Source: an optimization exercise on an open RTL-to-GDS flow (aim: small area, a short achievable clock period and few clock cycles per item). Production flows keep margins and buffers that such runs may drop.
Only simulation tests tie the RTL to the original design; equivalence was not proved.
Power is estimated from default activity; no workload was simulated.

==> flow/design.v <==
module seg_demod (
    input  wire        clk,
    input  wire        rst_n,
    input  wire        in_valid,
    output wire        in_ready,
    input  wire [15:0] in_sample,
    input  wire [1:0]  in_scheme,
    input  wire        in_invert,
    output reg         out_valid,
    input  wire        out_ready,
    output reg         out_bit,
    output wire [71:0] out_metric
);
    reg        rdy;
    reg        mbusy;            
    reg  [3:0] mt;               
    reg        done_a;           
    wire       mlast = mbusy && (mt == 4'd9);
    assign in_ready = rdy;
    reg  [3:0]  kc;              
    reg  [15:0] s_r;
    reg  [3:0]  k_s;
    reg  [1:0]  sch_s;
    reg         inv_s;
    reg         v_s;
    wire        take = in_valid && rdy;
    always @(posedge clk) begin
        s_r   <= in_sample;
        sch_s <= in_scheme;
        inv_s <= in_invert;
        k_s   <= kc;
    end
    wire signed [15:0] s  = s_r;
    wire [29:0] m6, m11, m15;
    wire m6t_1 = 1'b1 ^ s_r[15];
    wire m6t_2 = 1'b1 & s_r[15];
    wire m6t_3 = 1'b1 ^ s_r[10];
    wire m6t_4 = 1'b1 & s_r[10];
    wire m6t_5 = 1'b1 ^ s_r[11];
    wire m6t_6 = 1'b1 & s_r[11];
    wire m6t_7 = 1'b1 ^ s_r[12];
    wire m6t_8 = 1'b1 & s_r[12];
    wire m6t_9 = 1'b1 ^ s_r[13];
    wire m6t_10 = 1'b1 & s_r[13];
    wire m6t_11 = 1'b1 ^ s_r[14];
    wire m6t_12 = 1'b1 & s_r[14];
    wire m6t_13 = 1'b1 ^ ~s_r[10];
    wire m6t_14 = 1'b1 & ~s_r[10];
    wire m6t_15 = ~s_r[11] ^ s_r[5];
    wire m6t_16 = ~s_r[11] & s_r[5];
    wire m6t_17 = ~s_r[12] ^ s_r[6] ^ ~s_r[2];
    wire m6t_18 = (~s_r[12] & s_r[6]) | (~s_r[12] & ~s_r[2]) | (s_r[6] & ~s_r[2]);
    wire m6t_19 = ~s_r[13] ^ s_r[7] ^ ~s_r[3];
    wire m6t_20 = (~s_r[13] & s_r[7]) | (~s_r[13] & ~s_r[3]) | (s_r[7] & ~s_r[3]);
    wire m6t_21 = ~s_r[14] ^ s_r[8] ^ ~s_r[4];
    wire m6t_22 = (~s_r[14] & s_r[8]) | (~s_r[14] & ~s_r[4]) | (s_r[8] & ~s_r[4]);
    wire m6t_23 = s_r[9] ^ ~s_r[5] ^ s_r[3];
    wire m6t_24 = (s_r[9] & ~s_r[5]) | (s_r[9] & s_r[3]) | (~s_r[5] & s_r[3]);
    wire m6t_25 = ~s_r[6] ^ s_r[4] ^ m6t_3;
    wire m6t_26 = (~s_r[6] & s_r[4]) | (~s_r[6] & m6t_3) | (s_r[4] & m6t_3);
    wire m6t_27 = ~s_r[7] ^ s_r[5] ^ m6t_5;
    wire m6t_28 = (~s_r[7] & s_r[5]) | (~s_r[7] & m6t_5) | (s_r[5] & m6t_5);
    wire m6t_29 = ~s_r[8] ^ s_r[6] ^ m6t_7;
    wire m6t_30 = (~s_r[8] & s_r[6]) | (~s_r[8] & m6t_7) | (s_r[6] & m6t_7);
    wire m6t_31 = ~s_r[9] ^ s_r[7] ^ m6t_9;
    wire m6t_32 = (~s_r[9] & s_r[7]) | (~s_r[9] & m6t_9) | (s_r[7] & m6t_9);
    wire m6t_33 = ~s_r[10] ^ s_r[8] ^ m6t_11;
    wire m6t_34 = (~s_r[10] & s_r[8]) | (~s_r[10] & m6t_11) | (s_r[8] & m6t_11);
    wire m6t_35 = ~s_r[15] ^ ~s_r[11] ^ s_r[9];
    wire m6t_36 = (~s_r[15] & ~s_r[11]) | (~s_r[15] & s_r[9]) | (~s_r[11] & s_r[9]);
    wire m6t_37 = 1'b1 ^ ~s_r[12];
    wire m6t_38 = 1'b1 & ~s_r[12];
    wire m6t_39 = 1'b1 ^ ~s_r[13];
    wire m6t_40 = 1'b1 & ~s_r[13];
    wire m6t_41 = 1'b1 ^ ~s_r[14];
    wire m6t_42 = 1'b1 & ~s_r[14];
    wire m6t_43 = s_r[4] ^ ~s_r[0];
    wire m6t_44 = s_r[4] & ~s_r[0];
    wire m6t_45 = ~s_r[1] ^ m6t_15 ^ m6t_14;
    wire m6t_46 = (~s_r[1] & m6t_15) | (~s_r[1] & m6t_14) | (m6t_15 & m6t_14);
    wire m6t_47 = s_r[0] ^ m6t_17 ^ m6t_16;
    wire m6t_48 = (s_r[0] & m6t_17) | (s_r[0] & m6t_16) | (m6t_17 & m6t_16);
    wire m6t_49 = s_r[1] ^ m6t_19 ^ m6t_18;
    wire m6t_50 = (s_r[1] & m6t_19) | (s_r[1] & m6t_18) | (m6t_19 & m6t_18);
    wire m6t_51 = s_r[2] ^ m6t_21 ^ m6t_20;
    wire m6t_52 = (s_r[2] & m6t_21) | (s_r[2] & m6t_20) | (m6t_21 & m6t_20);
    wire m6t_53 = m6t_1 ^ m6t_23 ^ m6t_22;
    wire m6t_54 = (m6t_1 & m6t_23) | (m6t_1 & m6t_22) | (m6t_23 & m6t_22);
    wire m6t_55 = m6t_2 ^ m6t_25 ^ m6t_24;
    wire m6t_56 = (m6t_2 & m6t_25) | (m6t_2 & m6t_24) | (m6t_25 & m6t_24);
    wire m6t_57 = m6t_4 ^ m6t_27 ^ m6t_26;
    wire m6t_58 = (m6t_4 & m6t_27) | (m6t_4 & m6t_26) | (m6t_27 & m6t_26);
    wire m6t_59 = m6t_6 ^ m6t_29 ^ m6t_28;
    wire m6t_60 = (m6t_6 & m6t_29) | (m6t_6 & m6t_28) | (m6t_29 & m6t_28);
    wire m6t_61 = m6t_8 ^ m6t_31 ^ m6t_30;
    wire m6t_62 = (m6t_8 & m6t_31) | (m6t_8 & m6t_30) | (m6t_31 & m6t_30);
    wire m6t_63 = m6t_10 ^ m6t_33 ^ m6t_32;
    wire m6t_64 = (m6t_10 & m6t_33) | (m6t_10 & m6t_32) | (m6t_33 & m6t_32);
    wire m6t_65 = m6t_12 ^ m6t_35 ^ m6t_34;
    wire m6t_66 = (m6t_12 & m6t_35) | (m6t_12 & m6t_34) | (m6t_35 & m6t_34);
    wire m6t_67 = s_r[10] ^ m6t_37 ^ m6t_36;
    wire m6t_68 = (s_r[10] & m6t_37) | (s_r[10] & m6t_36) | (m6t_37 & m6t_36);
    wire m6t_69 = s_r[11] ^ m6t_39 ^ m6t_38;
    wire m6t_70 = (s_r[11] & m6t_39) | (s_r[11] & m6t_38) | (m6t_39 & m6t_38);
    wire m6t_71 = s_r[12] ^ m6t_41 ^ m6t_40;
    wire m6t_72 = (s_r[12] & m6t_41) | (s_r[12] & m6t_40) | (m6t_41 & m6t_40);
    wire m6t_73 = s_r[15] ^ s_r[13] ^ m6t_42;
    wire m6t_74 = (s_r[15] & s_r[13]) | (s_r[15] & m6t_42) | (s_r[13] & m6t_42);
    wire m6t_75 = 1'b1 ^ s_r[14];
    wire m6t_76 = 1'b1 & s_r[14];
    wire [29:0] m6t_r0 = {1'b1, m6t_76, m6t_74, m6t_72, m6t_70, m6t_68, m6t_66, m6t_64, m6t_62, m6t_60, m6t_58, m6t_56, m6t_54, m6t_52, m6t_50, m6t_48, m6t_46, m6t_44, m6t_43, s_r[3], s_r[2], s_r[1], s_r[0], ~s_r[5], ~s_r[4], ~s_r[3], ~s_r[2], ~s_r[1], ~s_r[0], 1'b0};
    wire [29:0] m6t_r1 = {1'b0, ~s_r[15], m6t_75, m6t_73, m6t_71, m6t_69, m6t_67, m6t_65, m6t_63, m6t_61, m6t_59, m6t_57, m6t_55, m6t_53, m6t_51, m6t_49, m6t_47, m6t_45, m6t_13, ~s_r[9], ~s_r[8], ~s_r[7], ~s_r[6], 1'b0, 1'b0, 1'b0, 1'b0, 1'b0, 1'b1, 1'b0};
    assign m6 = m6t_r0 + m6t_r1;
    wire m11t_1 = 1'b1 ^ ~s_r[15];
    wire m11t_2 = 1'b1 & ~s_r[15];
    wire m11t_3 = 1'b1 ^ s_r[10];
    wire m11t_4 = 1'b1 & s_r[10];
    wire m11t_5 = 1'b1 ^ s_r[11];
    wire m11t_6 = 1'b1 & s_r[11];
    wire m11t_7 = 1'b1 ^ s_r[12];
    wire m11t_8 = 1'b1 & s_r[12];
    wire m11t_9 = 1'b1 ^ s_r[13];
    wire m11t_10 = 1'b1 & s_r[13];
    wire m11t_11 = 1'b1 ^ s_r[14];
    wire m11t_12 = 1'b1 & s_r[14];
    wire m11t_13 = s_r[11] ^ s_r[5];
    wire m11t_14 = s_r[11] & s_r[5];
    wire m11t_15 = s_r[12] ^ s_r[6] ^ s_r[4];
    wire m11t_16 = (s_r[12] & s_r[6]) | (s_r[12] & s_r[4]) | (s_r[6] & s_r[4]);
    wire m11t_17 = s_r[13] ^ s_r[7] ^ s_r[5];
    wire m11t_18 = (s_r[13] & s_r[7]) | (s_r[13] & s_r[5]) | (s_r[7] & s_r[5]);
    wire m11t_19 = s_r[3] ^ s_r[2];
    wire m11t_20 = s_r[3] & s_r[2];
    wire m11t_21 = s_r[14] ^ s_r[8] ^ s_r[6];
    wire m11t_22 = (s_r[14] & s_r[8]) | (s_r[14] & s_r[6]) | (s_r[8] & s_r[6]);
    wire m11t_23 = s_r[4] ^ s_r[3] ^ s_r[1];
    wire m11t_24 = (s_r[4] & s_r[3]) | (s_r[4] & s_r[1]) | (s_r[3] & s_r[1]);
    wire m11t_25 = s_r[9] ^ s_r[7] ^ s_r[5];
    wire m11t_26 = (s_r[9] & s_r[7]) | (s_r[9] & s_r[5]) | (s_r[7] & s_r[5]);
    wire m11t_27 = s_r[4] ^ s_r[2] ^ m11t_1;
    wire m11t_28 = (s_r[4] & s_r[2]) | (s_r[4] & m11t_1) | (s_r[2] & m11t_1);
    wire m11t_29 = s_r[8] ^ s_r[6] ^ s_r[5];
    wire m11t_30 = (s_r[8] & s_r[6]) | (s_r[8] & s_r[5]) | (s_r[6] & s_r[5]);
    wire m11t_31 = s_r[3] ^ m11t_3 ^ m11t_2;
    wire m11t_32 = (s_r[3] & m11t_3) | (s_r[3] & m11t_2) | (m11t_3 & m11t_2);
    wire m11t_33 = s_r[9] ^ s_r[7] ^ s_r[6];
    wire m11t_34 = (s_r[9] & s_r[7]) | (s_r[9] & s_r[6]) | (s_r[7] & s_r[6]);
    wire m11t_35 = s_r[4] ^ m11t_5 ^ m11t_4;
    wire m11t_36 = (s_r[4] & m11t_5) | (s_r[4] & m11t_4) | (m11t_5 & m11t_4);
    wire m11t_37 = s_r[10] ^ s_r[8] ^ s_r[7];
    wire m11t_38 = (s_r[10] & s_r[8]) | (s_r[10] & s_r[7]) | (s_r[8] & s_r[7]);
    wire m11t_39 = s_r[5] ^ m11t_7 ^ m11t_6;
    wire m11t_40 = (s_r[5] & m11t_7) | (s_r[5] & m11t_6) | (m11t_7 & m11t_6);
    wire m11t_41 = s_r[11] ^ s_r[9] ^ s_r[8];
    wire m11t_42 = (s_r[11] & s_r[9]) | (s_r[11] & s_r[8]) | (s_r[9] & s_r[8]);
    wire m11t_43 = s_r[6] ^ m11t_9 ^ m11t_8;
    wire m11t_44 = (s_r[6] & m11t_9) | (s_r[6] & m11t_8) | (m11t_9 & m11t_8);
    wire m11t_45 = s_r[12] ^ s_r[10] ^ s_r[9];
    wire m11t_46 = (s_r[12] & s_r[10]) | (s_r[12] & s_r[9]) | (s_r[10] & s_r[9]);
    wire m11t_47 = s_r[7] ^ m11t_11 ^ m11t_10;
    wire m11t_48 = (s_r[7] & m11t_11) | (s_r[7] & m11t_10) | (m11t_11 & m11t_10);
    wire m11t_49 = ~s_r[15] ^ s_r[13] ^ s_r[11];
    wire m11t_50 = (~s_r[15] & s_r[13]) | (~s_r[15] & s_r[11]) | (s_r[13] & s_r[11]);
    wire m11t_51 = s_r[10] ^ s_r[8] ^ m11t_12;
    wire m11t_52 = (s_r[10] & s_r[8]) | (s_r[10] & m11t_12) | (s_r[8] & m11t_12);
    wire m11t_53 = 1'b1 ^ s_r[14] ^ s_r[12];
    wire m11t_54 = (1'b1 & s_r[14]) | (1'b1 & s_r[12]) | (s_r[14] & s_r[12]);
    wire m11t_55 = s_r[11] ^ s_r[9];
    wire m11t_56 = s_r[11] & s_r[9];
    wire m11t_57 = ~s_r[15] ^ s_r[13] ^ s_r[12];
    wire m11t_58 = (~s_r[15] & s_r[13]) | (~s_r[15] & s_r[12]) | (s_r[13] & s_r[12]);
    wire m11t_59 = 1'b1 ^ s_r[14];
    wire m11t_60 = 1'b1 & s_r[14];
    wire m11t_61 = s_r[10] ^ s_r[4];
    wire m11t_62 = s_r[10] & s_r[4];
    wire m11t_63 = s_r[3] ^ s_r[1] ^ s_r[0];
    wire m11t_64 = (s_r[3] & s_r[1]) | (s_r[3] & s_r[0]) | (s_r[1] & s_r[0]);
    wire m11t_65 = s_r[2] ^ s_r[1] ^ m11t_15;
    wire m11t_66 = (s_r[2] & s_r[1]) | (s_r[2] & m11t_15) | (s_r[1] & m11t_15);
    wire m11t_67 = s_r[0] ^ m11t_19 ^ m11t_17;
    wire m11t_68 = (s_r[0] & m11t_19) | (s_r[0] & m11t_17) | (m11t_19 & m11t_17);
    wire m11t_69 = m11t_23 ^ m11t_21 ^ m11t_20;
    wire m11t_70 = (m11t_23 & m11t_21) | (m11t_23 & m11t_20) | (m11t_21 & m11t_20);
    wire m11t_71 = m11t_27 ^ m11t_25 ^ m11t_24;
    wire m11t_72 = (m11t_27 & m11t_25) | (m11t_27 & m11t_24) | (m11t_25 & m11t_24);
    wire m11t_73 = m11t_31 ^ m11t_29 ^ m11t_28;
    wire m11t_74 = (m11t_31 & m11t_29) | (m11t_31 & m11t_28) | (m11t_29 & m11t_28);
    wire m11t_75 = m11t_35 ^ m11t_33 ^ m11t_32;
    wire m11t_76 = (m11t_35 & m11t_33) | (m11t_35 & m11t_32) | (m11t_33 & m11t_32);
    wire m11t_77 = m11t_39 ^ m11t_37 ^ m11t_36;
    wire m11t_78 = (m11t_39 & m11t_37) | (m11t_39 & m11t_36) | (m11t_37 & m11t_36);
    wire m11t_79 = m11t_43 ^ m11t_41 ^ m11t_40;
    wire m11t_80 = (m11t_43 & m11t_41) | (m11t_43 & m11t_40) | (m11t_41 & m11t_40);
    wire m11t_81 = m11t_47 ^ m11t_45 ^ m11t_44;
    wire m11t_82 = (m11t_47 & m11t_45) | (m11t_47 & m11t_44) | (m11t_45 & m11t_44);
    wire m11t_83 = m11t_51 ^ m11t_49 ^ m11t_48;
    wire m11t_84 = (m11t_51 & m11t_49) | (m11t_51 & m11t_48) | (m11t_49 & m11t_48);
    wire m11t_85 = m11t_55 ^ m11t_53 ^ m11t_52;
    wire m11t_86 = (m11t_55 & m11t_53) | (m11t_55 & m11t_52) | (m11t_53 & m11t_52);
    wire m11t_87 = s_r[10] ^ m11t_57 ^ m11t_56;
    wire m11t_88 = (s_r[10] & m11t_57) | (s_r[10] & m11t_56) | (m11t_57 & m11t_56);
    wire m11t_89 = s_r[13] ^ s_r[11] ^ m11t_59;
    wire m11t_90 = (s_r[13] & s_r[11]) | (s_r[13] & m11t_59) | (s_r[11] & m11t_59);
    wire m11t_91 = ~s_r[15] ^ s_r[14] ^ s_r[12];
    wire m11t_92 = (~s_r[15] & s_r[14]) | (~s_r[15] & s_r[12]) | (s_r[14] & s_r[12]);
    wire m11t_93 = s_r[8] ^ s_r[2];
    wire m11t_94 = s_r[8] & s_r[2];
    wire m11t_95 = s_r[9] ^ s_r[3] ^ s_r[1];
    wire m11t_96 = (s_r[9] & s_r[3]) | (s_r[9] & s_r[1]) | (s_r[3] & s_r[1]);
    wire m11t_97 = s_r[2] ^ s_r[0] ^ m11t_61;
    wire m11t_98 = (s_r[2] & s_r[0]) | (s_r[2] & m11t_61) | (s_r[0] & m11t_61);
    wire m11t_99 = m11t_13 ^ m11t_63 ^ m11t_62;
    wire m11t_100 = (m11t_13 & m11t_63) | (m11t_13 & m11t_62) | (m11t_63 & m11t_62);
    wire m11t_101 = m11t_14 ^ m11t_65 ^ m11t_64;
    wire m11t_102 = (m11t_14 & m11t_65) | (m11t_14 & m11t_64) | (m11t_65 & m11t_64);
    wire m11t_103 = m11t_16 ^ m11t_67 ^ m11t_66;
    wire m11t_104 = (m11t_16 & m11t_67) | (m11t_16 & m11t_66) | (m11t_67 & m11t_66);
    wire m11t_105 = m11t_18 ^ m11t_69 ^ m11t_68;
    wire m11t_106 = (m11t_18 & m11t_69) | (m11t_18 & m11t_68) | (m11t_69 & m11t_68);
    wire m11t_107 = m11t_22 ^ m11t_71 ^ m11t_70;
    wire m11t_108 = (m11t_22 & m11t_71) | (m11t_22 & m11t_70) | (m11t_71 & m11t_70);
    wire m11t_109 = m11t_26 ^ m11t_73 ^ m11t_72;
    wire m11t_110 = (m11t_26 & m11t_73) | (m11t_26 & m11t_72) | (m11t_73 & m11t_72);
    wire m11t_111 = m11t_30 ^ m11t_75 ^ m11t_74;
    wire m11t_112 = (m11t_30 & m11t_75) | (m11t_30 & m11t_74) | (m11t_75 & m11t_74);
    wire m11t_113 = m11t_34 ^ m11t_77 ^ m11t_76;
    wire m11t_114 = (m11t_34 & m11t_77) | (m11t_34 & m11t_76) | (m11t_77 & m11t_76);
    wire m11t_115 = m11t_38 ^ m11t_79 ^ m11t_78;
    wire m11t_116 = (m11t_38 & m11t_79) | (m11t_38 & m11t_78) | (m11t_79 & m11t_78);
    wire m11t_117 = m11t_42 ^ m11t_81 ^ m11t_80;
    wire m11t_118 = (m11t_42 & m11t_81) | (m11t_42 & m11t_80) | (m11t_81 & m11t_80);
    wire m11t_119 = m11t_46 ^ m11t_83 ^ m11t_82;
    wire m11t_120 = (m11t_46 & m11t_83) | (m11t_46 & m11t_82) | (m11t_83 & m11t_82);
    wire m11t_121 = m11t_50 ^ m11t_85 ^ m11t_84;
    wire m11t_122 = (m11t_50 & m11t_85) | (m11t_50 & m11t_84) | (m11t_85 & m11t_84);
    wire m11t_123 = m11t_54 ^ m11t_87 ^ m11t_86;
    wire m11t_124 = (m11t_54 & m11t_87) | (m11t_54 & m11t_86) | (m11t_87 & m11t_86);
    wire m11t_125 = m11t_58 ^ m11t_89 ^ m11t_88;
    wire m11t_126 = (m11t_58 & m11t_89) | (m11t_58 & m11t_88) | (m11t_89 & m11t_88);
    wire m11t_127 = m11t_60 ^ m11t_91 ^ m11t_90;
    wire m11t_128 = (m11t_60 & m11t_91) | (m11t_60 & m11t_90) | (m11t_91 & m11t_90);
    wire m11t_129 = ~s_r[15] ^ s_r[13] ^ m11t_92;
    wire m11t_130 = (~s_r[15] & s_r[13]) | (~s_r[15] & m11t_92) | (s_r[13] & m11t_92);
    wire m11t_131 = 1'b1 ^ s_r[14];
    wire m11t_132 = 1'b1 & s_r[14];
    wire [29:0] m11t_r0 = {1'b1, m11t_132, m11t_130, m11t_128, m11t_126, m11t_124, m11t_122, m11t_120, m11t_118, m11t_116, m11t_114, m11t_112, m11t_110, m11t_108, m11t_106, m11t_104, m11t_102, m11t_100, m11t_98, m11t_96, m11t_94, m11t_93, s_r[1], s_r[0], s_r[5], s_r[4], s_r[3], s_r[2], s_r[1], s_r[0]};
    wire [29:0] m11t_r1 = {1'b0, ~s_r[15], m11t_131, m11t_129, m11t_127, m11t_125, m11t_123, m11t_121, m11t_119, m11t_117, m11t_115, m11t_113, m11t_111, m11t_109, m11t_107, m11t_105, m11t_103, m11t_101, m11t_99, m11t_97, m11t_95, s_r[0], s_r[7], s_r[6], 1'b0, 1'b0, 1'b0, 1'b0, 1'b0, 1'b0};
    assign m11 = m11t_r0 + m11t_r1;
    wire m15t_1 = 1'b1 ^ s_r[10];
    wire m15t_2 = 1'b1 & s_r[10];
    wire m15t_3 = s_r[11] ^ s_r[6];
    wire m15t_4 = s_r[11] & s_r[6];
    wire m15t_5 = s_r[12] ^ s_r[7];
    wire m15t_6 = s_r[12] & s_r[7];
    wire m15t_7 = s_r[13] ^ s_r[8];
    wire m15t_8 = s_r[13] & s_r[8];
    wire m15t_9 = s_r[14] ^ s_r[9] ^ ~s_r[6];
    wire m15t_10 = (s_r[14] & s_r[9]) | (s_r[14] & ~s_r[6]) | (s_r[9] & ~s_r[6]);
    wire m15t_11 = 1'b1 ^ ~s_r[15] ^ s_r[10];
    wire m15t_12 = (1'b1 & ~s_r[15]) | (1'b1 & s_r[10]) | (~s_r[15] & s_r[10]);
    wire m15t_13 = ~s_r[7] ^ ~s_r[5];
    wire m15t_14 = ~s_r[7] & ~s_r[5];
    wire m15t_15 = 1'b1 ^ s_r[11] ^ ~s_r[8];
    wire m15t_16 = (1'b1 & s_r[11]) | (1'b1 & ~s_r[8]) | (s_r[11] & ~s_r[8]);
    wire m15t_17 = ~s_r[6] ^ s_r[2];
    wire m15t_18 = ~s_r[6] & s_r[2];
    wire m15t_19 = 1'b1 ^ s_r[12] ^ ~s_r[9];
    wire m15t_20 = (1'b1 & s_r[12]) | (1'b1 & ~s_r[9]) | (s_r[12] & ~s_r[9]);
    wire m15t_21 = ~s_r[7] ^ s_r[3];
    wire m15t_22 = ~s_r[7] & s_r[3];
    wire m15t_23 = 1'b1 ^ s_r[13] ^ ~s_r[10];
    wire m15t_24 = (1'b1 & s_r[13]) | (1'b1 & ~s_r[10]) | (s_r[13] & ~s_r[10]);
    wire m15t_25 = ~s_r[8] ^ s_r[4];
    wire m15t_26 = ~s_r[8] & s_r[4];
    wire m15t_27 = 1'b1 ^ s_r[14] ^ ~s_r[11];
    wire m15t_28 = (1'b1 & s_r[14]) | (1'b1 & ~s_r[11]) | (s_r[14] & ~s_r[11]);
    wire m15t_29 = ~s_r[9] ^ s_r[5];
    wire m15t_30 = ~s_r[9] & s_r[5];
    wire m15t_31 = ~s_r[15] ^ ~s_r[12] ^ ~s_r[10];
    wire m15t_32 = (~s_r[15] & ~s_r[12]) | (~s_r[15] & ~s_r[10]) | (~s_r[12] & ~s_r[10]);
    wire m15t_33 = 1'b1 ^ ~s_r[13];
    wire m15t_34 = 1'b1 & ~s_r[13];
    wire m15t_35 = 1'b1 ^ ~s_r[14];
    wire m15t_36 = 1'b1 & ~s_r[14];
    wire m15t_37 = 1'b1 ^ s_r[8];
    wire m15t_38 = 1'b1 & s_r[8];
    wire m15t_39 = s_r[9] ^ s_r[4];
    wire m15t_40 = s_r[9] & s_r[4];
    wire m15t_41 = s_r[5] ^ ~s_r[2] ^ ~s_r[0];
    wire m15t_42 = (s_r[5] & ~s_r[2]) | (s_r[5] & ~s_r[0]) | (~s_r[2] & ~s_r[0]);
    wire m15t_43 = ~s_r[3] ^ ~s_r[1] ^ m15t_3;
    wire m15t_44 = (~s_r[3] & ~s_r[1]) | (~s_r[3] & m15t_3) | (~s_r[1] & m15t_3);
    wire m15t_45 = ~s_r[4] ^ ~s_r[2] ^ m15t_5;
    wire m15t_46 = (~s_r[4] & ~s_r[2]) | (~s_r[4] & m15t_5) | (~s_r[2] & m15t_5);
    wire m15t_47 = ~s_r[5] ^ ~s_r[3] ^ m15t_7;
    wire m15t_48 = (~s_r[5] & ~s_r[3]) | (~s_r[5] & m15t_7) | (~s_r[3] & m15t_7);
    wire m15t_49 = ~s_r[4] ^ s_r[0] ^ m15t_9;
    wire m15t_50 = (~s_r[4] & s_r[0]) | (~s_r[4] & m15t_9) | (s_r[0] & m15t_9);
    wire m15t_51 = s_r[1] ^ m15t_13 ^ m15t_11;
    wire m15t_52 = (s_r[1] & m15t_13) | (s_r[1] & m15t_11) | (m15t_13 & m15t_11);
    wire m15t_53 = m15t_17 ^ m15t_15 ^ m15t_14;
    wire m15t_54 = (m15t_17 & m15t_15) | (m15t_17 & m15t_14) | (m15t_15 & m15t_14);
    wire m15t_55 = m15t_21 ^ m15t_19 ^ m15t_18;
    wire m15t_56 = (m15t_21 & m15t_19) | (m15t_21 & m15t_18) | (m15t_19 & m15t_18);
    wire m15t_57 = m15t_25 ^ m15t_23 ^ m15t_22;
    wire m15t_58 = (m15t_25 & m15t_23) | (m15t_25 & m15t_22) | (m15t_23 & m15t_22);
    wire m15t_59 = m15t_29 ^ m15t_27 ^ m15t_26;
    wire m15t_60 = (m15t_29 & m15t_27) | (m15t_29 & m15t_26) | (m15t_27 & m15t_26);
    wire m15t_61 = s_r[6] ^ m15t_31 ^ m15t_30;
    wire m15t_62 = (s_r[6] & m15t_31) | (s_r[6] & m15t_30) | (m15t_31 & m15t_30);
    wire m15t_63 = ~s_r[11] ^ s_r[7] ^ m15t_33;
    wire m15t_64 = (~s_r[11] & s_r[7]) | (~s_r[11] & m15t_33) | (s_r[7] & m15t_33);
    wire m15t_65 = ~s_r[12] ^ s_r[8] ^ m15t_35;
    wire m15t_66 = (~s_r[12] & s_r[8]) | (~s_r[12] & m15t_35) | (s_r[8] & m15t_35);
    wire m15t_67 = s_r[15] ^ ~s_r[13] ^ s_r[9];
    wire m15t_68 = (s_r[15] & ~s_r[13]) | (s_r[15] & s_r[9]) | (~s_r[13] & s_r[9]);
    wire m15t_69 = 1'b1 ^ ~s_r[14];
    wire m15t_70 = 1'b1 & ~s_r[14];
    wire m15t_71 = s_r[3] ^ ~s_r[0];
    wire m15t_72 = s_r[3] & ~s_r[0];
    wire m15t_73 = ~s_r[1] ^ m15t_39 ^ m15t_38;
    wire m15t_74 = (~s_r[1] & m15t_39) | (~s_r[1] & m15t_38) | (m15t_39 & m15t_38);
    wire m15t_75 = m15t_1 ^ m15t_41 ^ m15t_40;
    wire m15t_76 = (m15t_1 & m15t_41) | (m15t_1 & m15t_40) | (m15t_41 & m15t_40);
    wire m15t_77 = m15t_2 ^ m15t_43 ^ m15t_42;
    wire m15t_78 = (m15t_2 & m15t_43) | (m15t_2 & m15t_42) | (m15t_43 & m15t_42);
    wire m15t_79 = m15t_4 ^ m15t_45 ^ m15t_44;
    wire m15t_80 = (m15t_4 & m15t_45) | (m15t_4 & m15t_44) | (m15t_45 & m15t_44);
    wire m15t_81 = m15t_6 ^ m15t_47 ^ m15t_46;
    wire m15t_82 = (m15t_6 & m15t_47) | (m15t_6 & m15t_46) | (m15t_47 & m15t_46);
    wire m15t_83 = m15t_8 ^ m15t_49 ^ m15t_48;
    wire m15t_84 = (m15t_8 & m15t_49) | (m15t_8 & m15t_48) | (m15t_49 & m15t_48);
    wire m15t_85 = m15t_10 ^ m15t_51 ^ m15t_50;
    wire m15t_86 = (m15t_10 & m15t_51) | (m15t_10 & m15t_50) | (m15t_51 & m15t_50);
    wire m15t_87 = m15t_12 ^ m15t_53 ^ m15t_52;
    wire m15t_88 = (m15t_12 & m15t_53) | (m15t_12 & m15t_52) | (m15t_53 & m15t_52);
    wire m15t_89 = m15t_16 ^ m15t_55 ^ m15t_54;
    wire m15t_90 = (m15t_16 & m15t_55) | (m15t_16 & m15t_54) | (m15t_55 & m15t_54);
    wire m15t_91 = m15t_20 ^ m15t_57 ^ m15t_56;
    wire m15t_92 = (m15t_20 & m15t_57) | (m15t_20 & m15t_56) | (m15t_57 & m15t_56);
    wire m15t_93 = m15t_24 ^ m15t_59 ^ m15t_58;
    wire m15t_94 = (m15t_24 & m15t_59) | (m15t_24 & m15t_58) | (m15t_59 & m15t_58);
    wire m15t_95 = m15t_28 ^ m15t_61 ^ m15t_60;
    wire m15t_96 = (m15t_28 & m15t_61) | (m15t_28 & m15t_60) | (m15t_61 & m15t_60);
    wire m15t_97 = m15t_32 ^ m15t_63 ^ m15t_62;
    wire m15t_98 = (m15t_32 & m15t_63) | (m15t_32 & m15t_62) | (m15t_63 & m15t_62);
    wire m15t_99 = m15t_34 ^ m15t_65 ^ m15t_64;
    wire m15t_100 = (m15t_34 & m15t_65) | (m15t_34 & m15t_64) | (m15t_65 & m15t_64);
    wire m15t_101 = m15t_36 ^ m15t_67 ^ m15t_66;
    wire m15t_102 = (m15t_36 & m15t_67) | (m15t_36 & m15t_66) | (m15t_67 & m15t_66);
    wire m15t_103 = s_r[10] ^ m15t_69 ^ m15t_68;
    wire m15t_104 = (s_r[10] & m15t_69) | (s_r[10] & m15t_68) | (m15t_69 & m15t_68);
    wire m15t_105 = s_r[15] ^ s_r[11] ^ m15t_70;
    wire m15t_106 = (s_r[15] & s_r[11]) | (s_r[15] & m15t_70) | (s_r[11] & m15t_70);
    wire m15t_107 = 1'b1 ^ s_r[12];
    wire m15t_108 = 1'b1 & s_r[12];
    wire m15t_109 = 1'b1 ^ s_r[13];
    wire m15t_110 = 1'b1 & s_r[13];
    wire m15t_111 = 1'b1 ^ s_r[14];
    wire m15t_112 = 1'b1 & s_r[14];
    wire [29:0] m15t_r0 = {m15t_112, m15t_110, m15t_108, m15t_106, m15t_104, m15t_102, m15t_100, m15t_98, m15t_96, m15t_94, m15t_92, m15t_90, m15t_88, m15t_86, m15t_84, m15t_82, m15t_80, m15t_78, m15t_76, m15t_74, m15t_72, m15t_71, s_r[2], s_r[1], s_r[0], s_r[4], s_r[3], s_r[2], s_r[1], s_r[0]};
    wire [29:0] m15t_r1 = {~s_r[15], m15t_111, m15t_109, m15t_107, m15t_105, m15t_103, m15t_101, m15t_99, m15t_97, m15t_95, m15t_93, m15t_91, m15t_89, m15t_87, m15t_85, m15t_83, m15t_81, m15t_79, m15t_77, m15t_75, m15t_73, m15t_37, s_r[7], s_r[6], s_r[5], 1'b0, 1'b0, 1'b0, 1'b0, 1'b0};
    assign m15 = m15t_r0 + m15t_r1;
    function [4:0] sin1c;
        input [3:0] j;
        begin
            case (j[2:0])
                3'd1, 3'd7: sin1c[3:0] = 4'b0001;
                3'd2, 3'd6: sin1c[3:0] = 4'b0010;
                3'd3, 3'd5: sin1c[3:0] = 4'b0100;
                3'd4:       sin1c[3:0] = 4'b1000;
                default:    sin1c[3:0] = 4'b0000;
            endcase
            sin1c[4] = j[3];
        end
    endfunction
    reg         fsk_p, ask_p, ie_p;
    wire        first_s = v_s && (k_s == 4'd0);
    wire        fsk_e = first_s ? (sch_s == 2'd1) : fsk_p;
    wire        ask_e = first_s ? (sch_s == 2'd0) : ask_p;
    wire [4:0]  ci1 = sin1c(k_s);
    wire [4:0]  cq1 = sin1c(k_s + 4'd4);
    wire [4:0]  ci2 = sin1c({k_s[2:0], 1'b0});
    wire [4:0]  cq2 = sin1c({k_s[2:0], 1'b0} + 4'd4);
    reg  signed [29:0] p6, p11, p15;
    reg  signed [15:0] s_p;
    reg  [3:0]  k_p;
    reg         v_p;
    reg  [4:0]  sa, sb, sc, sd;      
    reg         n_a, n_b, n_c, n_d;
    always @(posedge clk) begin
        p6  <= m6;
        p11 <= m11;
        p15 <= m15;
        s_p <= s_r;
        k_p <= k_s;
        fsk_p <= fsk_e;
        ask_p <= ask_e;
        if (first_s)
            ie_p <= (sch_s == 2'd2) && inv_s;
        sa  <= !v_s ? 5'd0 : ask_e ? 5'b10000 : {1'b0, ci2[3:0]};
        sb  <= (v_s && fsk_e) ? {1'b0, ci1[3:0]} : 5'd0;
        sc  <= (v_s && fsk_e) ? {1'b0, cq2[3:0]} : 5'd0;
        sd  <= (v_s && fsk_e) ? {1'b0, cq1[3:0]} : 5'd0;
        n_a <= !ask_e && ci2[4];
        n_b <= ci1[4];
        n_c <= cq2[4];
        n_d <= cq1[4];
    end
    function [34:0] pick;
        input [4:0] c;
        input signed [29:0] a6, a11, a15;
        input signed [15:0] sv;
        reg signed [34:0] e6, e11, e15, e16, es;
        begin
            e6 = a6; e11 = a11; e15 = a15; e16 = sv <<< 14; es = sv;
            pick = ({35{c[0]}} & e6) | ({35{c[1]}} & e11) | ({35{c[2]}} & e15)
                 | ({35{c[3]}} & e16) | ({35{c[4]}} & es);
        end
    endfunction
    wire [34:0] va = pick(sa, p6, p11, p15, s_p) ^ {35{n_a}};
    wire [34:0] vb = pick(sb, p6, p11, p15, s_p) ^ {35{n_b}};
    wire [34:0] vc = pick(sc, p6, p11, p15, s_p) ^ {35{n_c}};
    wire [34:0] vd = pick(sd, p6, p11, p15, s_p) ^ {35{n_d}};
    function [34:0] acc3;
        input [34:0] a, u, w;
        input ci0, ci1;
        reg [34:0] sm, cy;
        reg [35:0] t;
        begin
            sm = a ^ u ^ w;
            cy = {(a[33:0] & u[33:0]) | (a[33:0] & w[33:0]) | (u[33:0] & w[33:0]), ci0};
            t  = {sm, 1'b1} + {cy, ci1};
            acc3 = t[35:1];
        end
    endfunction
    reg  [34:0] ax1, ay1, ax2, ay2;
    reg         fsk_a, ie_a;
    wire first_p = v_p && (k_p == 4'd0);
    wire [34:0] bx1 = first_p ? 35'd0 : ax1;
    wire [34:0] by1 = first_p ? 35'd0 : ay1;
    wire [34:0] bx2 = first_p ? 35'd0 : ax2;
    wire [34:0] by2 = first_p ? 35'd0 : ay2;
    always @(posedge clk) begin
        ax1 <= acc3(bx1, va, ~vb, n_a, !n_b);
        ay1 <= acc3(by1, va,  vb, n_a,  n_b);
        ax2 <= acc3(bx2, vc, ~vd, n_c, !n_d);
        ay2 <= acc3(by2, vc,  vd, n_c,  n_d);
        if (v_p && k_p == 4'd15) begin
            fsk_a <= fsk_p;
            ie_a  <= ie_p;
        end
    end
    reg signed [34:0] x1, x2;
    reg        [35:0] y1, y2;
    reg               yp1, yp2;      
    reg        [35:0] cs_s, cs_c;    
    reg        [1:0]  cc;            
    reg               nz;            
    reg               ie_m;
    reg        [67:0] om;
    assign out_metric = {{4{om[67]}}, om};
    wire xfer = done_a;
    function [36:0] brow;
        input signed [34:0] x;
        input [2:0] b;           
        reg one, two, neg;
        reg [35:0] xe, m;
        begin
            one = b[1] ^ b[0];
            two = (b[2] & ~b[1] & ~b[0]) | (~b[2] & b[1] & b[0]);
            neg = b[2];
            xe  = {x[34], x};
            m   = ({36{one}} & xe) | ({36{two}} & {xe[34:0], 1'b0});
            m   = m ^ {36{neg}};
            brow = {neg, ~m[35], m[34:0]};
        end
    endfunction
    wire [36:0] r1a = brow(x1, {y1[1:0], yp1});
    wire [36:0] r1b = brow(x1, y1[3:1]);
    wire [36:0] r2a = brow(x2, {y2[1:0], yp2});
    wire [36:0] r2b = brow(x2, y2[3:1]);
    wire [39:0] v0 = {4'd0, cs_s};
    wire [39:0] v1 = {4'd0, cs_c};
    wire [39:0] v2 = {4'd0, r1a[35:0]};
    wire [39:0] v3 = {4'd0, r2a[35:0]};
    wire [39:0] v4 = {2'd0, r1b[35:0], 1'b0, r1a[36]};
    wire [39:0] v5 = {2'd0, r2b[35:0], 1'b0, r2a[36]};
    wire [39:0] a1 = v0 ^ v1 ^ v2;
    wire [39:0] b1 = {(v0[38:0] & v1[38:0]) | (v0[38:0] & v2[38:0]) | (v1[38:0] & v2[38:0]), 1'b0};
    wire [39:0] a2 = v3 ^ v4 ^ v5;
    wire [39:0] b2 = {(v3[38:0] & v4[38:0]) | (v3[38:0] & v5[38:0]) | (v4[38:0] & v5[38:0]), 1'b0};
    wire [39:0] a3 = a1 ^ b1 ^ a2;
    wire [39:0] b3 = {(a1[38:0] & b1[38:0]) | (a1[38:0] & a2[38:0]) | (b1[38:0] & a2[38:0]), 1'b0};
    wire [39:0] a4 = a3 ^ b3 ^ b2;
    wire [39:0] b4 = {(a3[38:0] & b3[38:0]) | (a3[38:0] & b2[38:0]) | (b3[38:0] & b2[38:0]), 1'b0};
    wire [1:0] nb   = {1'b0, r1b[36]} + {1'b0, r2b[36]};
    wire [5:0] lowd = {2'b0, a4[3:0]} + {2'b0, b4[3:0]} + {4'b0, cc} + {2'b0, nb, 2'b0};
    wire [31:0] hi = cs_s[31:0] + cs_c[31:0] + {30'd0, cc} + 32'hAAAAAAAB;
    always @(posedge clk) begin
        if (xfer) begin
            x1  <= ax1;
            x2  <= ax2;
            ie_m <= ie_a;
        end
        if (xfer) begin
            y1  <= fsk_a ? {ay1[34], ay1} : 36'd1;
            y2  <= {ay2[34], ay2};
            yp1 <= 1'b0;
            yp2 <= 1'b0;
        end else begin
            y1  <= {4'd0, y1[35:4]};
            y2  <= {4'd0, y2[35:4]};
            yp1 <= y1[3];
            yp2 <= y2[3];
        end
        if (xfer) begin
            cs_s <= 36'd0;
            cs_c <= 36'd0;
            cc   <= 2'd0;
            nz   <= 1'b0;
        end else begin
            cs_s <= a4[39:4];
            cs_c <= b4[39:4];
            cc   <= lowd[5:4];
            nz   <= nz | (lowd[3:0] != 4'd0);
        end
        if (mbusy && mt <= 4'd8)
            om[35:0] <= {lowd[3:0], om[35:4]};
        if (mlast) begin
            om[67:36] <= hi;
            out_bit   <= (!hi[31] && (hi != 32'd0 || nz)) ^ ie_m;
        end
    end
    wire [3:0] kc_n    = take ? kc + 4'd1 : kc;
    wire       mbusy_n = xfer || (mbusy && !mlast);
    wire       ov_n    = mlast || (out_valid && !out_ready);
    always @(posedge clk) begin
        if (!rst_n) begin
            rdy       <= 1'b1;
            kc        <= 4'd0;
            v_s       <= 1'b0;
            v_p       <= 1'b0;
            done_a    <= 1'b0;
            mbusy     <= 1'b0;
            mt        <= 4'd0;
            out_valid <= 1'b0;
        end else begin
            rdy       <= (kc_n != 4'd15) || (!mbusy_n && !ov_n);
            kc        <= kc_n;
            v_s       <= take;
            v_p       <= v_s;
            done_a    <= v_p && (k_p == 4'd15);
            mbusy     <= mbusy_n;
            mt        <= xfer ? 4'd0 : (mbusy ? mt + 4'd1 : mt);
            out_valid <= ov_n;
        end
    end
endmodule
==> flow/run.sh <==
#!/bin/bash
# synth_recipe.tcl (not shown) runs the flow's synth.tcl, then flattens the netlist and writes it again
# the make line also repeats each setting of config.mk as NAME=value (left out here)
make -C /OpenROAD-flow-scripts/flow DESIGN_CONFIG=/design/flow/config.mk WORK_HOME=/design/flow/orfs CLKGATE_MAP_FILE= SYNTH_SCRIPT=/design/flow/synth_recipe.tcl finish
==> flow/config.mk <==
export PLATFORM = sky130hd
export DESIGN_NAME = seg_demod
export DESIGN_NICKNAME = seg_demod
export VERILOG_FILES = /design/flow/design.v
export SDC_FILE = /design/flow/constraint.sdc
export NUM_CORES = 4
export LEC_CHECK = 0
export CAP_MARGIN = 20
export CORE_MARGIN = 2
export CORE_UTILIZATION = 25
export SLEW_MARGIN = 20
==> flow/constraint.sdc <==
create_clock -name core_clock -period 16.0 [get_ports {clk}]
set_input_delay 3.2000 -clock core_clock [delete_from_list [all_inputs] [get_ports {clk}]]
set_output_delay 3.2000 -clock core_clock [all_outputs]
set_load 0.01 [all_outputs]
==> results.json <==
{
  "firstDrtPassIters": 9,
  "nets": 5868,
  "yosysMostFrequentCell": "inv_1",
  "clkTransAtPathRegs_ns": 0.07,
  "p_sw_w": 0.00288,
  "period_share_pct": 38.5,
  "crit_top_cell": "o21ai_0",
  "power_w": 0.00721,
  "synth-seq-cells": 578,
  "p_sw_share_pct": 40.0,
  "cp.required_ns": 16.55,
  "arrival_ns": 6.71,
  "placementRows": 159,
  "seq_power_share_pct": 29.3,
  "cts-hold-fix-buffers": 0,
  "fin_area_sq_mm": 0.0528,
  "clkLatencyLatePin_ns": 0.69,
  "clockBufferDepth": 3,
  "grt_antenna_before_repair": 3,
  "fin_crit_ns": 6.15,
  "regMostFlops": "om",
  "ys_async_sr_fraction_pct": 0,
  "worstPathCellList": "or4_4, buf_4, and2_1, fa_1, ha_1, nor2b_1, o21ai_0, a21boi_0, o21ai_0, a21boi_0, o21ai_0, a21oi_1, o21ai_0, o311ai_0, a21oi_1, xnor2_1",
  "gp_congestion": 0.923,
  "coreArea_sq_mm": 0.187,
  "slowest_stage": "dfxtp_2",
  "start_util_pct": 25.1,
  "netlist_area_sq_mm": 0.0470,
  "wl_um": 128000,
  "synth_top_cell_area_share_pct": 18.5,
  "cts_sinks": 578,
  "placed_area_sq_mm": 0.0504,
  "maxSlewHeadroom_pct": 23.2,
  "antenna_left": 0,
  "cp-end-kind": "flip-flop",
  "dieArea_sq_mm": 0.192,
  "dp_hpwl_um": 98400,
  "drive_gt1_share_pct": 4.81,
  "hold_path.class": "flip-flop to flip-flop",
  "crit_buf_inv": 1,
  "yosys.area.top_type": "dfxtp_1",
  "yosysWarnings": 1,
  "combPwrFrac_pct": 47.5,
  "synthesis.nets": 5968,
  "cts_made_buffers": 67,
  "p_clk_share_pct": 23.3,
  "regArea_sq_mm": 0.0130,
  "grt_pass1_vias": 34661,
  "multi_input_comb_area_sq_mm": 0.0305,
  "cap_violations": 0,
  "postSynthAreaPerCell_sq_um": 9.04,
  "wl_per_cell_um": 16.8,
  "fmax_mhz": 163,
  "drc": 0,
  "crit_fanout": 80,
  "io_buffers": 97,
  "ys_seq_area_share_pct": 27.6,
  "grt_pass1_wl_um": 201000,
  "worst_pin_slew_ns": 1.15,
  "viasPerCell": 4.73,
  "synth-main-ff-cell": "dfxtp_1",
  "track_usage_pct": 13.2,
  "ctsResizeCount": 0,
  "diodes": 0,
  "htree_levels": 3,
  "status": "finished clean",
  "synth_edf_count": 143,
  "max_stage_delay_ns": 1.03,
  "grt_max_degree": 122,
  "die_h_um": 438,
  "yosysUniqueCellTypes": 86,
  "vdd_drop_max_uv": 95.8,
  "intPower_w": 0.00433,
  "crit_type": "flip-flop to flip-flop",
  "p_per_area_mw_per_mm2": 136,
  "syn_to_final_growth_pct": 12.2,
  "crit_family": "compound AO/OA/AOI/OAI gates",
  "largest_reg_flops": 68,
  "via_count": 36188,
  "maxSlewViolCount": 0,
  "finalClockSkew_ns": 0.0422,
  "p_leak_nw": 22.1,
  "fillCellCount": 19764,
  "setup_viol": 0,
  "tns_ns": 0,
  "syn_inst": 5201,
  "drtIter0Drc": 2960,
  "synthTopCellsByArea": "dfxtp_1, fa_1, ha_1",
  "cts_setup_buffers": 0,
  "rsz0062_at_grt": "false",
  "cts_tree": "yes",
  "grt_remaining_overflow": 0,
  "die_x_um": 438,
  "ctsRootBufferMaster": "clkbuf_16",
  "worstSetupStartpointType": "flip-flop",
  "synth_common_cells": "inv_1, dfxtp_1, fa_1",
  "finalHoldViolations": 0,
  "io_pins": 98
}
-- area by class of cell --
| cell class | instances | area share (%) |
|---|---|---|
| Inverter | 636 | 4.52 |
| Clock buffer | 85 | 3.63 |
| Multi-Input combinational cell | 3675 | 57.8 |
| Sequential cell | 578 | 24.7 |
| Clock inverter | 37 | 0.910 |
| Tap cell | 2495 | 5.91 |
| Timing Repair Buffer | 143 | 2.55 |
-- path summary, 6_finish.rpt --
kind	startpoint	to	slack [ns]	cells after the start
worst max-delay path	k_p[3]	ax2[34]	9.85	16
worst min-delay path	kc[3]	k_s[3]	0.37	0
worst max register to register	k_p[3]	ax2[34]	9.85	16
worst min register to register	kc[3]	k_s[3]	0.37	0
-- power by group through the flow --
stage | logic, W | clock network [W] | registers (W)
floorplan | 0.00266 | 0 | 0.00199
global route | 0.00386 | 0.00177 | 0.00213
global placement | 0.00330 | 0 | 0.00214
detailed placement | 0.00336 | 0 | 0.00214
CTS | 0.00339 | 0.00172 | 0.00210
finish | 0.00342 | 0.00168 | 0.00211
-- metal layers --
metal | track usage, % | vias to the layer above | routed length, um
met5 | 0 | - | 0
met2 | 19.8 | 1165 | 54600
met1 | 19.2 | 17400 | 61300
met4 | 4.25 | 0 | 4020
li1 | - | 17425 | -
met3 | 2.23 | 198 | 8390
-- kinds of logic after synthesis --
kind of cell,after synthesis,synth area share [%]
compound gates,1265,17.4
xor+xnor,351,6.54
mux,36,0.849
simple gates,1211,12.4
fa+ha+maj,812,27.6
buf+inv,948,7.60
flops,578,27.6
-- worst reg2reg max path: cells and delay by family, from the launching register on --
family                   cells  cell delay (ns)
adder cells (fa/ha/maj)      2             0.71
buffers and inverters        1             0.74
flip-flops                   1             1.03
AO/OA/AOI/OAI                9             2.25
AND/OR/NAND/NOR              3             1.18
XOR/XNOR                     1             0.13
-- placed cells by master, fill, tap and decap left out, drive strengths merged, types with 97 or more instances in the layout --
master | netlist | final
nor2 | 345 | 345
a21o | 108 | 108
a21oi | 314 | 314
ha | 348 | 348
dfxtp | 435 | 435
edfxtp | 143 | 143
nor2b | 121 | 121
o21ai | 285 | 285
xnor2 | 261 | 261
nand2 | 330 | 330
clkdlybuf4s50 | 0 | 97
fa | 396 | 396
inv | 636 | 642
and2 | 119 | 119
-- through the flow --
step / instances / utilization (%) / hold slack, ns / worst slack (ns)
final: 7649 / 28.2 / 0.371 / 9.85
after global placement: 7525 / 26.9 / 0.373 / 10.01
after CTS: 7647 / 28.1 / 0.355 / 9.85
after detailed placement: 7525 / 26.9 / 0.378 / 9.89
after floorplan: 5201 / - / 0.331 / 11.07
after global routing: 7649 / 28.2 / 0.376 / 9.26
Testbench counts, summed over its fixed seeds: cycles 51,312, items 3,200.

## what the ideal ports hide
Ports are ideal in the flow. The routed layout listed here was re-timed in OpenROAD.
Step 1 sets driving cells, clkbuf_16 on the clock port and buf_2 on the other inputs (assumed; they add their load-dependent delay and slew).
Step 2, shift: input delay + t, output delay - t, t = (earliest + latest rising clock arrival at the registers) / 2. This alone moves slack from input paths to output paths.
Three values: ideal ports, drivers, drivers and shift; two values: the first two.
t, ns: 0.750
setup WS [ns]: 9.847 / 9.847 / 9.847
worst hold slack (ns): 0.371 / 0.371 / 0.371
worst setup path after step 2: register to register
After both steps this run still meets setup and hold. The setup slack of this run moves by 0.000 ns with the drivers and by 0.000 ns with both steps.
